Source: an optimization exercise on an open RTL-to-GDS flow (aim: small area). Production flows keep margins and buffers that such runs may drop.
Function not checked in this run: the RTL went through the layout flow alone.
Power is estimated from default activity; no workload was simulated.

File: flow/config.mk
export PLATFORM = sky130hd
export DESIGN_NAME = ldsdk_pll
export DESIGN_NICKNAME = ldsdk_pll
export VERILOG_FILES = /design/flow/design.v
export SDC_FILE = /design/flow/constraint.sdc
export NUM_CORES = 4
export LEC_CHECK = 0
export ABC_AREA = 1
export CAP_MARGIN = 20
export CORE_MARGIN = 2
export CORE_UTILIZATION = 40
export SLEW_MARGIN = 20
File: flow/constraint.sdc
create_clock -name core_clock -period 70.0 [get_ports {clk}]
set_input_delay 14.0000 -clock core_clock [delete_from_list [all_inputs] [get_ports {clk}]]
set_output_delay 14.0000 -clock core_clock [all_outputs]
set_load 0.01 [all_outputs]
File: flow/design.v
module ldsdk_pll #(
    parameter integer P_TICKS   = 240000,
    parameter integer REF_POINT = 1000,
    parameter integer TC        = 10,
    parameter integer K_CLIP    = 2,
    parameter integer G_LEAD    = 3,
    parameter integer G_CLIP    = 1,
    parameter integer G_INT     = 24,
    parameter integer SCALE     = 5,
    parameter integer TRIM_BITS = 10
) (
    input  wire                 clk,
    input  wire                 rst,
    input  wire                 in_valid,
    output wire                 in_ready,
    input  wire [15:0]          in_fn,
    input  wire [31:0]          in_t,
    input  wire                 in_wait_sync,
    input  wire                 in_sf_valid,
    input  wire [15:0]          in_sf_frame,
    output reg                  done,
    output reg                  start,
    output wire [TRIM_BITS-1:0] trim_out,
    output wire                 sat,
    output wire [31:0]          phase,
    output wire [31:0]          err,
    output reg  [15:0]          last_fn,
    output wire [31:0]          last_fts,
    output reg                  fault
);
    function [5:0] inc6(input [5:0] x);
        integer i;
        reg c;
        begin
            c = 1'b1;
            for (i = 0; i < 6; i = i + 1) begin
                inc6[i] = x[i] ^ c;
                c = c & x[i];
            end
        end
    endfunction
    function ge_c(input [31:0] x, input [31:0] c, input integer n);
        integer i;
        reg r;
        begin
            r = 1'b1;
            for (i = 0; i < 32; i = i + 1)
                if (i < n) r = (x[i] & ~c[i]) | (~(x[i] ^ c[i]) & r);
            ge_c = r;
        end
    endfunction
    function [31:0] add_n(input [31:0] a, input [31:0] b, input cin, input integer n);
        integer i;
        reg c;
        begin
            c = cin;
            add_n = 32'd0;
            for (i = 0; i < 32; i = i + 1)
                if (i < n) begin
                    add_n[i] = a[i] ^ b[i] ^ c;
                    c = (a[i] & b[i]) | (c & (a[i] ^ b[i]));
                end
            if (n < 32) add_n[n] = c;
        end
    endfunction
    function [1:0] add3(input [1:0] a, input [1:0] w);
        reg [3:0] x;
        begin
            x = {a, w};
            add3[0] = (x == 4'd1) |
                (x == 4'd4) |
                (x == 4'd10);
            add3[1] = (x == 4'd2) |
                (x == 4'd5) |
                (x == 4'd8);
        end
    endfunction
    function [2:0] add5(input [2:0] a, input [2:0] w);
        reg [5:0] x;
        begin
            x = {a, w};
            add5[0] = (x == 6'd1) |
                (x == 6'd3) |
                (x == 6'd8) |
                (x == 6'd10) |
                (x == 6'd17) |
                (x == 6'd20) |
                (x == 6'd24) |
                (x == 6'd27) |
                (x == 6'd34) |
                (x == 6'd36);
            add5[1] = (x == 6'd2) |
                (x == 6'd3) |
                (x == 6'd9) |
                (x == 6'd10) |
                (x == 6'd16) |
                (x == 6'd17) |
                (x == 6'd24) |
                (x == 6'd28) |
                (x == 6'd35) |
                (x == 6'd36);
            add5[2] = (x == 6'd4) |
                (x == 6'd11) |
                (x == 6'd18) |
                (x == 6'd25) |
                (x == 6'd32);
        end
    endfunction
    function [3:0] f_c5(input [2:0] h5, input lp0, input s);
        reg [4:0] x;
        begin
            x = {h5, lp0, s};
            f_c5[0] = (x == 5'd3) |
                (x == 5'd4) |
                (x == 5'd6) |
                (x == 5'd9) |
                (x == 5'd11) |
                (x == 5'd12) |
                (x == 5'd14) |
                (x == 5'd17) |
                (x == 5'd19);
            f_c5[1] = (x == 5'd4) |
                (x == 5'd6) |
                (x == 5'd8) |
                (x == 5'd9) |
                (x == 5'd10) |
                (x == 5'd11) |
                (x == 5'd13) |
                (x == 5'd15);
            f_c5[2] = (x == 5'd3) |
                (x == 5'd4) |
                (x == 5'd5) |
                (x == 5'd6) |
                (x == 5'd7) |
                (x == 5'd8) |
                (x == 5'd10) |
                (x == 5'd12) |
                (x == 5'd14) |
                (x == 5'd16) |
                (x == 5'd18);
            f_c5[3] = (x == 5'd4) |
                (x == 5'd6) |
                (x == 5'd8) |
                (x == 5'd10) |
                (x == 5'd12) |
                (x == 5'd14) |
                (x == 5'd16) |
                (x == 5'd18);
        end
    endfunction
    function [2:0] f_n3(input [1:0] h3, input [2:0] h5, input lp0, input s);
        reg [6:0] x;
        begin
            x = {h3, h5, lp0, s};
            f_n3[0] = (x == 7'd4) |
                (x == 7'd5) |
                (x == 7'd6) |
                (x == 7'd7) |
                (x == 7'd16) |
                (x == 7'd17) |
                (x == 7'd18) |
                (x == 7'd19) |
                (x == 7'd33) |
                (x == 7'd40) |
                (x == 7'd41) |
                (x == 7'd42) |
                (x == 7'd43) |
                (x == 7'd64) |
                (x == 7'd66) |
                (x == 7'd67) |
                (x == 7'd76) |
                (x == 7'd77) |
                (x == 7'd78) |
                (x == 7'd79);
            f_n3[1] = (x == 7'd3) |
                (x == 7'd4) |
                (x == 7'd6) |
                (x == 7'd8) |
                (x == 7'd10) |
                (x == 7'd13) |
                (x == 7'd15) |
                (x == 7'd16) |
                (x == 7'd18) |
                (x == 7'd32) |
                (x == 7'd34) |
                (x == 7'd37) |
                (x == 7'd39) |
                (x == 7'd40) |
                (x == 7'd42) |
                (x == 7'd44) |
                (x == 7'd46) |
                (x == 7'd49) |
                (x == 7'd51) |
                (x == 7'd64) |
                (x == 7'd65) |
                (x == 7'd66) |
                (x == 7'd68) |
                (x == 7'd70) |
                (x == 7'd73) |
                (x == 7'd75) |
                (x == 7'd76) |
                (x == 7'd78) |
                (x == 7'd80) |
                (x == 7'd82);
            f_n3[2] = (x == 7'd4) |
                (x == 7'd6) |
                (x == 7'd8) |
                (x == 7'd10) |
                (x == 7'd16) |
                (x == 7'd18) |
                (x == 7'd32) |
                (x == 7'd34) |
                (x == 7'd40) |
                (x == 7'd42) |
                (x == 7'd44) |
                (x == 7'd46) |
                (x == 7'd64) |
                (x == 7'd66) |
                (x == 7'd68) |
                (x == 7'd70) |
                (x == 7'd76) |
                (x == 7'd78) |
                (x == 7'd80) |
                (x == 7'd82);
        end
    endfunction
    function [4:0] f_c3(input [1:0] m3, input nz, input s, input [1:0] cl);
        reg [5:0] x;
        begin
            x = {m3, nz, s, cl};
            f_c3[0] = (x == 6'd12) |
                (x == 6'd13) |
                (x == 6'd14) |
                (x == 6'd16) |
                (x == 6'd17) |
                (x == 6'd18) |
                (x == 6'd24) |
                (x == 6'd25) |
                (x == 6'd26) |
                (x == 6'd36) |
                (x == 6'd37) |
                (x == 6'd38) |
                (x == 6'd44) |
                (x == 6'd45) |
                (x == 6'd46);
            f_c3[1] = (x == 6'd1) |
                (x == 6'd2) |
                (x == 6'd5) |
                (x == 6'd6) |
                (x == 6'd9) |
                (x == 6'd10) |
                (x == 6'd12) |
                (x == 6'd16) |
                (x == 6'd20) |
                (x == 6'd24) |
                (x == 6'd28) |
                (x == 6'd32) |
                (x == 6'd37) |
                (x == 6'd38) |
                (x == 6'd40) |
                (x == 6'd45) |
                (x == 6'd46);
            f_c3[2] = (x == 6'd1) |
                (x == 6'd5) |
                (x == 6'd9) |
                (x == 6'd14) |
                (x == 6'd16) |
                (x == 6'd17) |
                (x == 6'd22) |
                (x == 6'd24) |
                (x == 6'd25) |
                (x == 6'd30) |
                (x == 6'd32) |
                (x == 6'd33) |
                (x == 6'd37) |
                (x == 6'd40) |
                (x == 6'd41) |
                (x == 6'd45);
            f_c3[3] = (x == 6'd2) |
                (x == 6'd6) |
                (x == 6'd10) |
                (x == 6'd13) |
                (x == 6'd14) |
                (x == 6'd16) |
                (x == 6'd18) |
                (x == 6'd21) |
                (x == 6'd22) |
                (x == 6'd24) |
                (x == 6'd26) |
                (x == 6'd29) |
                (x == 6'd30) |
                (x == 6'd32) |
                (x == 6'd34) |
                (x == 6'd38) |
                (x == 6'd40) |
                (x == 6'd42) |
                (x == 6'd46);
            f_c3[4] = (x == 6'd2) |
                (x == 6'd6) |
                (x == 6'd10) |
                (x == 6'd14) |
                (x == 6'd16) |
                (x == 6'd18) |
                (x == 6'd22) |
                (x == 6'd24) |
                (x == 6'd26) |
                (x == 6'd30) |
                (x == 6'd32) |
                (x == 6'd34) |
                (x == 6'd38) |
                (x == 6'd40) |
                (x == 6'd42) |
                (x == 6'd46);
        end
    endfunction
    function [3:0] f_n5(input [2:0] m5, input s);
        reg [3:0] x;
        begin
            x = {m5, s};
            f_n5[0] = (x == 4'd2) |
                (x == 4'd5) |
                (x == 4'd6) |
                (x == 4'd9);
            f_n5[1] = (x == 4'd2) |
                (x == 4'd4) |
                (x == 4'd5) |
                (x == 4'd7);
            f_n5[2] = (x == 4'd2) |
                (x == 4'd3) |
                (x == 4'd4) |
                (x == 4'd6) |
                (x == 4'd8);
            f_n5[3] = (x == 4'd2) |
                (x == 4'd4) |
                (x == 4'd6) |
                (x == 4'd8);
        end
    endfunction
    localparam [2:0] S_IDLE = 3'd0, S_D0 = 3'd1, S_DSTEP = 3'd2,
                     S_PA = 3'd3, S_PB = 3'd4, S_RDY = 3'd5;
    reg [2:0] st;
    reg [5:0] k;
    wire [4:0] k5 = k[4:0];
    reg [17:0] phase_r;
    reg [25:0] err_r;
    reg [24:0] fts_r;
    reg        fts_f;
    assign phase    = {{14{phase_r[17]}}, phase_r};
    assign err      = {{6{err_r[25]}}, err_r};
    assign last_fts = {fts_r, fts_f, fts_f, 1'b0, fts_f, 3'b000};
    wire e_lo  = err_r[25] & ~((&err_r[24:9]) & (|err_r[8:0]));           
    wire e_hi  = ~err_r[25] & ((|err_r[24:10]) | (err_r[9] & (|err_r[8:0])));  
    wire [31:0] neg_e = add_n({22'd0, ~err_r[9:0]}, 32'd0, 1'b1, 10);
    assign trim_out = e_lo ? 10'h1ff : e_hi ? 10'h200 : neg_e[9:0];
    assign sat      = e_lo | e_hi;
    reg  [10:0] ph_hi;       
    reg  [6:0]  ph_lo;       
    wire [17:0] ph = {ph_hi, ph_lo};
    reg  [22:0] lpr;         
    reg  [31:0] intr;        
    reg  [27:0] er;          
    reg         zf;          
    reg         ovf;
    wire rdy = (st == S_RDY) && (k == 6'd0);
    assign in_ready = ~in_valid | fault | rdy;
    wire accept = in_valid & in_ready & ~rst;
    reg  [14:0] trev;
    integer ti;
    always @* for (ti = 0; ti < 15; ti = ti + 1) trev[ti] = in_t[21 - ti];
    wire        d0_bit = trev[k[3:0]];
    wire [11:0] d0_y   = {ph_hi, d0_bit};
    wire        d0_ge  = ge_c({20'd0, d0_y}, 32'd1875, 12);
    wire [31:0] d0_z   = add_n({20'd0, d0_y}, ~32'd1875, 1'b1, 11);
    wire [10:0] d0_nx  = d0_ge ? d0_z[10:0] : d0_y[10:0];
    wire [6:0]  t0     = in_t[6:0];
    wire        cwrap  = ge_c({14'd0, ph_hi, t0}, 32'd121000, 18);
    wire        tlow   = ~ge_c({25'd0, t0}, 32'd104, 7);
    wire [10:0] dsub   = cwrap ? (tlow ? 11'd1883 : 11'd1882) : (tlow ? 11'd8 : 11'd7);
    wire [31:0] d_hi   = add_n({21'd0, ph_hi}, {21'd0, ~dsub}, 1'b1, 11);
    wire [31:0] d_lo   = add_n({25'd0, t0}, 32'd24, 1'b0, 7);
    wire k_ge18 = ge_c({27'd0, k5}, 32'd18, 5);
    wire k_ge23 = ge_c({27'd0, k5}, 32'd23, 5);
    wire ph_k   = k_ge18 ? ph[17] : ph[k5];
    reg  sgn_lp;
    wire lp_src = k_ge23 ? sgn_lp : lpr[0];
    wire LP_k   = ~zf & lp_src;
    wire INT_k  = ~zf & intr[0];
    wire k0     = (k5 == 5'd0);
    wire k_ge3  = ge_c({27'd0, k5}, 32'd3, 5);
    reg  cl, ci;                                 
    wire cl_in  = ~k0 & cl;
    wire ci_in  = ~k0 & ci;
    wire lp_k   = LP_k ^ ph_k ^ cl_in;
    wire lp_c   = (LP_k & ph_k) | (cl_in & (LP_k ^ ph_k));
    wire it_k   = INT_k ^ ph_k ^ ci_in;
    wire it_c   = (INT_k & ph_k) | (ci_in & (INT_k ^ ph_k));
    reg  [1:0] h3, m3t;
    reg  [2:0] h5;
    reg        lp0, sl, si, inz;
    wire k31 = (k5 == 5'd31);
    wire [1:0] w3h = (k31 | ~k5[0]) ? 2'd2 : 2'd1;
    wire [2:0] w5h = k31 ? 3'd1 :
                     (k5[1:0] == 2'd1) ? 3'd1 : (k5[1:0] == 2'd2) ? 3'd2 :
                     (k5[1:0] == 2'd3) ? 3'd4 : 3'd3;
    wire [1:0] w3t = (k31 | ~k5[0]) ? 2'd2 : 2'd1;
    wire       phz   = (ph == 18'd0);
    wire       phn   = ph[17];
    wire [1:0] clp   = phz ? 2'd0 : phn ? 2'd2 : 2'd1;
    wire [3:0] c5    = f_c5(h5, lp0, sl);
    wire [2:0] n3    = f_n3(h3, h5, lp0, sl);
    wire [4:0] c3    = f_c3(m3t, inz, si, clp);
    reg  [2:0] m5s;
    reg        ss;
    wire [3:0] n5    = f_n5(m5s, ss);
    wire       in_c   = (st == S_PB) && ge_c({26'd0, k}, 32'd31, 6);
    wire       k_lo32 = ~k[5];
    wire       k_ge1  = ~k0;
    wire k1     = (k5 == 5'd1);
    wire k3     = (k5 == 5'd3);
    reg  cy;                                          
    wire c5_k  = (k5 == 5'd1) ? c5[0] : (k5 == 5'd2) ? c5[1] :
                 (k5 == 5'd3) ? c5[2] : c5[3];
    wire cy_in = ~k1 & cy;
    wire y_k   = lp_k ^ c5_k ^ cy_in;
    wire y_c   = (lp_k & c5_k) | (cy_in & (lp_k ^ c5_k));
    reg  cw;                                          
    wire jc0   = (k == 6'd31);
    wire n5_k  = (k == 6'd31) ? n5[0] : (k == 6'd32) ? n5[1] :
                 (k == 6'd33) ? n5[2] : n5[3];
    wire cw_in = ~jc0 & cw;
    wire w_k   = er[0] ^ n5_k ^ cw_in;
    wire w_c   = (er[0] & n5_k) | (cw_in & (er[0] ^ n5_k));
    reg  q1, q2, b5;
    wire d5_start = in_c ? jc0 : k1;
    wire d5_x  = in_c ? w_k : y_k;
    wire q2_in = ~d5_start & q2;
    wire q1_in = ~d5_start & q1;
    wire b5_in = ~d5_start & b5;
    wire d5_q  = d5_x ^ q2_in ^ b5_in;
    wire d5_b  = (~d5_x & (q2_in | b5_in)) | (q2_in & b5_in);
    wire lead  = d5_q;                                
    reg  lpd, bl;
    wire bl_in = ~k1 & bl;
    wire lpn   = lpd ^ lead ^ bl_in;
    wire lpn_b = (~lpd & (lead | bl_in)) | (lead & bl_in);
    reg  cu, a1, b3a;
    wire n3_k  = (k5 == 5'd1) ? n3[0] : (k5 == 5'd2) ? n3[1] : n3[2];
    wire cu_in = ~k1 & cu;
    wire u_k   = lead ^ n3_k ^ cu_in;
    wire u_c   = (lead & n3_k) | (cu_in & (lead ^ n3_k));
    wire a1_in = ~k1 & a1;
    wire b3a_in= ~k1 & b3a;
    wire a_k   = u_k ^ a1_in ^ b3a_in;
    wire a_b   = (~u_k & (a1_in | b3a_in)) | (a1_in & b3a_in);
    reg  cv, c1, b3c;
    wire c3_k  = (k5 == 5'd3) ? c3[0] : (k5 == 5'd4) ? c3[1] :
                 (k5 == 5'd5) ? c3[2] : (k5 == 5'd6) ? c3[3] : c3[4];
    wire cv_in = ~k3 & cv;
    wire v_k   = it_k ^ c3_k ^ cv_in;
    wire v_c   = (it_k & c3_k) | (cv_in & (it_k ^ c3_k));
    wire c1_in = ~k3 & c1;
    wire b3c_in= ~k3 & b3c;
    wire c_k   = v_k ^ c1_in ^ b3c_in;
    wire c_b   = (~v_k & (c1_in | b3c_in)) | (c1_in & b3c_in);
    reg  ad1, ad2, cs;
    wire cs_in = ~k3 & cs;
    wire s_k   = ad2 ^ c_k ^ cs_in;
    wire s_c   = (ad2 & c_k) | (cs_in & (ad2 ^ c_k));
    wire [2:0] w5s = (k5 == 5'd30) ? 3'd2 :
                     (k5[1:0] == 2'd3) ? 3'd1 : (k5[1:0] == 2'd0) ? 3'd2 :
                     (k5[1:0] == 2'd1) ? 3'd4 : 3'd3;
    wire gate = in_wait_sync & (~in_sf_valid | (in_sf_frame == in_fn));
    wire        fts_bor = ge_c({25'd0, ph_lo}, 32'd24, 7);
    wire [31:0] fts_new = add_n({7'd0, in_t[31:7]}, {7'd0, ~{{14{ph_hi[10]}}, ph_hi}},
                                ~fts_bor, 25);
    wire e_wr_s = (st == S_PB) && ~in_c && k_ge3;
    always @(posedge clk) begin
        er <= {e_wr_s ? s_k : in_c ? d5_q : er[0], er[27:1]};
        if (rst) begin
            st      <= S_IDLE;
            k       <= 6'd0;
            zf      <= 1'b1;
            done    <= 1'b0;
            start   <= 1'b0;
            fault   <= 1'b0;
            phase_r <= 18'd0;
            err_r   <= 26'd0;
            fts_r   <= 25'd0;
            fts_f   <= 1'b0;
            last_fn <= 16'd0;
        end else begin
            done  <= accept;
            start <= accept & ~fault & ~ovf & gate;
            if (accept && !fault) begin
                phase_r <= ph;
                if (ovf) begin
                    fault <= 1'b1;
                end else begin
                    err_r   <= er[25:0];
                    last_fn <= in_fn;
                    fts_r   <= fts_new[24:0];
                    fts_f   <= 1'b1;
                end
            end
            case (st)
            S_IDLE: begin
                if (in_valid && !fault) begin
                    ph_hi <= {1'b0, in_t[31:22]};
                    k     <= 6'd0;
                    st    <= S_D0;
                end
            end
            S_D0: begin
                if (!in_valid) begin
                    st <= S_IDLE;
                end else begin
                    ph_hi <= d0_nx;
                    k     <= inc6(k);
                    if (k == 6'd14) st <= S_DSTEP;
                end
            end
            S_DSTEP: begin
                if (!in_valid) begin
                    st <= S_IDLE;
                end else begin
                    ph_hi <= d_hi[10:0];
                    ph_lo <= d_lo[6:0];
                    k     <= 6'd0;
                    st    <= S_PA;
                end
            end
            S_PA: begin
                k  <= inc6(k);
                cl <= lp_c;
                ci <= it_c;
                if (k0) begin
                    h3  <= 2'd0;
                    h5  <= 3'd0;
                    lp0 <= lp_k;
                end else begin
                    if (lp_k) h3 <= add3(h3, w3h);
                    if (lp_k) h5 <= add5(h5, w5h);
                end
                if (k0) inz <= it_k;
                else if (~k_ge3) inz <= inz | it_k;
                if (k3) m3t <= it_k ? w3t : 2'd0;
                else if (k_ge3 && it_k) m3t <= add3(m3t, w3t);
                if (k5 == 5'd22) sgn_lp <= LP_k;
                if (k31) begin
                    sl  <= lp_k;
                    si  <= it_k;
                    ovf <= ci_in ^ it_c;
                    k   <= 6'd0;
                    st  <= S_PB;
                end
            end
            S_PB: begin
                k <= inc6(k);
                if (!in_c) begin
                    cl  <= lp_c;
                    ci  <= it_c;
                    cy  <= y_c;
                    lpd <= lp_k;
                    if (k5 == 5'd22) sgn_lp <= LP_k;
                end
                q2 <= q1_in;
                q1 <= d5_q;
                b5 <= d5_b;
                if (!in_c && k_ge1) begin
                    bl  <= lpn_b;
                    cu  <= u_c;
                    a1  <= a_k;
                    b3a <= a_b;
                end
                ad1 <= a_k;
                ad2 <= ad1;
                if (!in_c && k_ge3) begin
                    cv  <= v_c;
                    c1  <= c_k;
                    b3c <= c_b;
                    cs  <= s_c;
                    if (k3) m5s <= s_k ? w5s : 3'd0;
                    else if (s_k) m5s <= add5(m5s, w5s);
                    if (k5 == 5'd30) ss <= s_k;
                end
                if (in_c) cw <= w_c;
                if (k == 6'd31) zf <= 1'b0;
                if (k == 6'd58) begin
                    st <= S_RDY;
                    k  <= 6'd0;
                end
            end
            S_RDY: begin
                k <= (k == 6'd27) ? 6'd0 : inc6(k);
            end
            default: st <= S_IDLE;
            endcase
            if (accept) st <= S_IDLE;
        end
    end
    wire ring_run = (st == S_PA) || (st == S_PB && k_lo32);
    wire lp_run   = ring_run && ~k_ge23;
    wire pb       = (st == S_PB);
    always @(posedge clk) begin
        if (ring_run)
            intr <= {pb ? it_k : intr[0], intr[31:1]};
        if (lp_run)
            lpr <= {(pb && k5 == 5'd22) ? lpn : lpr[0],
                    (pb && k_ge1) ? lpn : lpr[22],
                    lpr[21:1]};
    end
endmodule
File: flow/run.sh
#!/bin/bash
# synth_recipe.tcl (not shown) runs the flow's synth.tcl, then flattens the netlist and writes it again
# the make line also repeats each setting of config.mk as NAME=value (left out here)
make -C /OpenROAD-flow-scripts/flow DESIGN_CONFIG=/design/flow/config.mk WORK_HOME=/design/flow/orfs CLKGATE_MAP_FILE= SYNTH_SCRIPT=/design/flow/synth_recipe.tcl finish
==> results.txt <==
status timing/DRC/antenna clean; initial antenna violation count 1; CP endpoint kind primary output; CP Data Arrival Time 15.43 ns; hpwl dp 23400 microns; fmax 34.0 MHz; setup_tns 0 ns; EDFF count, synth roughly 110; # Post-CTS Setup Buffers 0; Clock Tree Root clkbuf_16; Fillers 2769; Critical Path Start in_valid; vias per std cell 4.99; sw power 0.0000794 W; pre-CTS setup slack 40.57 ns; CTS tree done; most used cell, CP clkdlybuf4s50_1; H-tree Lvls 1; worst-path maximum fanout 5; CP Launch Type input port; top_reg_cell synth dfxtp_1; router iterations before antenna repair 5; share of layout cells above drive strength 1 4.22%; most common cell after layout, fill and taps aside nand2_1; Initial Utilization between 40% and 50%; FFs w/ async S/R, synth 0%; CTS Buf Count 27; core footprint 29400 sq um; DRT antenna net count 0; hold path start er[27]$_DFF_P_; Resized cells post-CTS 0; Setup CP Type input port to primary output; sequential share of the synthesized area around 49%; Slew @ Worst Pin 1.02 ns; Avg Inst Size Synth just under 9 sq um; # hold bufs at CTS 0; HP Class flop to flop; Clock power frac 43.2%; Slew Viols, Final 0; RSZ-0062 raised after global routing no; die height 176 microns; gr ovfl total 0; Placer Congestion 0.881; Finish-stage setup viols 0; synth-to-layout area growth 25.0%; Rel. slew slack 32.2%; Mapped Area approximately 12000 sq um; R2R setup slack between 50 and 60 ns; boundary pin count 196; CP cell instances clkdlybuf4s50_1 > inv_1 > nor2_1 > o31ai_1 > clkdlybuf4s50_1; Flop pwr share a little under half; most frequent cells in the layout nand2_1 (240), nor2_1 (223), clkdlybuf4s50_1 (191); FF-to-FF Start ph_lo[5]$_DFFE_PP_; clock latency on the worst-skew pair 0.53 ns; power per cell area 21.7 nW/um^2; CP peak stage delay between 0.5 and 0.6 ns; global-route wire length before repair 49600 microns; maxcap violations 0; internal power 0.000243 W; Worst path slowest cell clkdlybuf4s50_1; Mapped Cells between 1000 and 1500; largest net degree at the start of global routing 94; minimum clock period 29.43 ns; wire per inst about 17 microns; Sink Count 235; setup ws final 40.57 ns; CP required roughly 56 ns; DIE AREA 31100 sq um; Comb pwr share 11.1%; flops & latches, synth 235; Post-Route WL about 32000 microns; initial DRC count approximately 800; Final Hold Viols 0; leakage approximately 6.2 nW; switch share 24.6%; Tcrit/Tclk final 42.0%; Total GRT Usage around a fifth; Reg clk slew, reported paths 0.06 ns; vias 9642; # nets final 1673; drt drc 0; diodes inserted 0; row count 63; vias in the first global route 9061; Worst VDD drop 0.0000200 V; clk buf depth 3; Unique masters post-synth 48; Die Width 176 microns; IO buf count 191; Ys Warns 1; Final Skew 0.0127 ns
==> power groups by stage <==
stage | Sequential, W | Combinational, W | Clock [W]
global placement | 0.000150 | 0.0000352 | 0
CTS | 0.000147 | 0.0000361 | 0.000143
floorplan | 0.000150 | 0.0000224 | 0
finish | 0.000147 | 0.0000359 | 0.000139
detailed placement | 0.000150 | 0.0000359 | 0
global route | 0.000147 | 0.0000411 | 0.000149
==> layer usage <==
metal  share of wire, %  vias to the layer above  wire length (microns)  track usage [%]
met2                 44                      330                  14100             32.8
met4                1.8                        2                    590             4.51
met3                7.8                       45                   2500             3.79
met1                 46                     4511                  14700             28.1
met5              0.041                        -                     13                0
li1                   -                     4754                      -                -
==> final timing paths <==
| check | endpoint | cells after the start |
|---|---|---|
| setup reg to reg | fts_r[24]$_SDFFE_PP0P_ | 30 |
| hold reg to reg | er[26]$_DFF_P_ | 0 |
| setup / recovery | in_ready | 5 |
| hold / removal | er[26]$_DFF_P_ | 0 |
==> cells by family after synthesis <==
logic type,share of synthesized area [%]
AND/OR/NAND/NOR,20.0
multiplexers,0.0843
adder cells (fa/ha/maj),11.3
other,0.0316
buffers and inverters,8.79
flip-flops,48.7
XOR/XNOR,1.47
AO/OA/AOI/OAI,9.57
==> synth_stat cells, types with 2 or more instances <==
| cell type | count | area, sq um |
|---|---|---|
| nand4_1 | 20 | 125 |
| or2_2 | 2 | 12.5 |
| o31ai_1 | 5 | 37.5 |
| edfxtp_1 | 108 | 3240 |
| inv_1 | 162 | 608 |
| o21ai_0 | 84 | 420 |
| dfxtp_1 | 127 | 2540 |
| xor2_1 | 3 | 26.3 |
| nor2_4 | 2 | 22.5 |
| buf_6 | 3 | 33.8 |
| clkbuf_1 | 24 | 90.1 |
| o211ai_1 | 16 | 120 |
| inv_2 | 4 | 15.0 |
| clkinv_1 | 4 | 15.0 |
| fa_1 | 42 | 841 |
| a21oi_1 | 49 | 245 |
| a21boi_0 | 3 | 22.5 |
| buf_4 | 32 | 240 |
| xnor2_1 | 17 | 149 |
| nor4_1 | 3 | 18.8 |
| nand2_1 | 240 | 901 |
| and2_1 | 2 | 12.5 |
| o21ai_1 | 22 | 110 |
| nor2_1 | 223 | 837 |
| a211oi_1 | 2 | 15.0 |
| a31oi_1 | 4 | 25.0 |
| buf_2 | 3 | 15.0 |
| o22ai_1 | 6 | 37.5 |
| nand3_1 | 68 | 340 |
| buf_1 | 6 | 22.5 |
| nor3_1 | 12 | 60.1 |
| ha_1 | 40 | 500 |
| nor2_2 | 2 | 12.5 |
| o221ai_1 | 5 | 43.8 |
==> metrics by stage <==
stage               instances  instance area (sq um)  total power, W  hold WS (ns)  util [%]
floorplan                1362                  11900        0.000172         0.310         -
global placement         1883                  14000        0.000185         0.313      47.5
detailed placement       1883                  14000        0.000186         0.313      47.5
CTS                      1932                  14800        0.000326         0.335      50.5
global route             1932                  14800        0.000337         0.340      50.5
finish                   1932                  14800        0.000322         0.331      50.5
==> registers in the layout, summed over array words and instances (netlist names), 2 cells and up <==
name,flops
er,28
err_r,26
fts_r,25
h3,2
h5,3
intr,32
k,6
last_fn,16
lpr,23
m3t,2
m5s,3
ph_hi,11
ph_lo,7
phase_r,18
st,3
==> critical path: cells and delay by family <==
family | cells | cell delay, ns
buffers and inverters | 3 | 1.18
AOI/OAI and AO/OA | 1 | 0.11
and+or+nand+nor | 1 | 0.14
==> cell type report <==
type                       count  area, sq um  area share (%)
clock inverter                 6         38.8           0.261
timing repair buffer         200         1980            13.3
clock buffer                  43          850            5.72
inverter                     170          638            4.30
sequential                   235         5790            39.0
tap                          390          488            3.29
multi-input combinational    888         5060            34.1

## port drivers added, routing unchanged
How much do the figures lean on ideal ports? The routed layout below was timed once more, with nothing changed but the port constraints. Step 1 assumes that a clkbuf_16 drives the clock port and a buf_2 every other input. Step 2 moves the port delays by t, midway between the first and last clock arrival at a register: inputs arrive t later, outputs are due t later. That takes back most of the time a late clock gives input paths. Slacks: ideal / step 1 / step 2; pairs: ideal / step 1.
shift t [ns]: 0.567
setup WS [ns]: 40.570 / 40.548 / 40.548
worst setup path at the end: input to output
worst data-port slew with drivers (ns): 0.08
After both steps setup and hold are still met in this run. For this run, drivers alone change the setup slack by -0.022 ns; drivers and shift together by -0.022 ns.
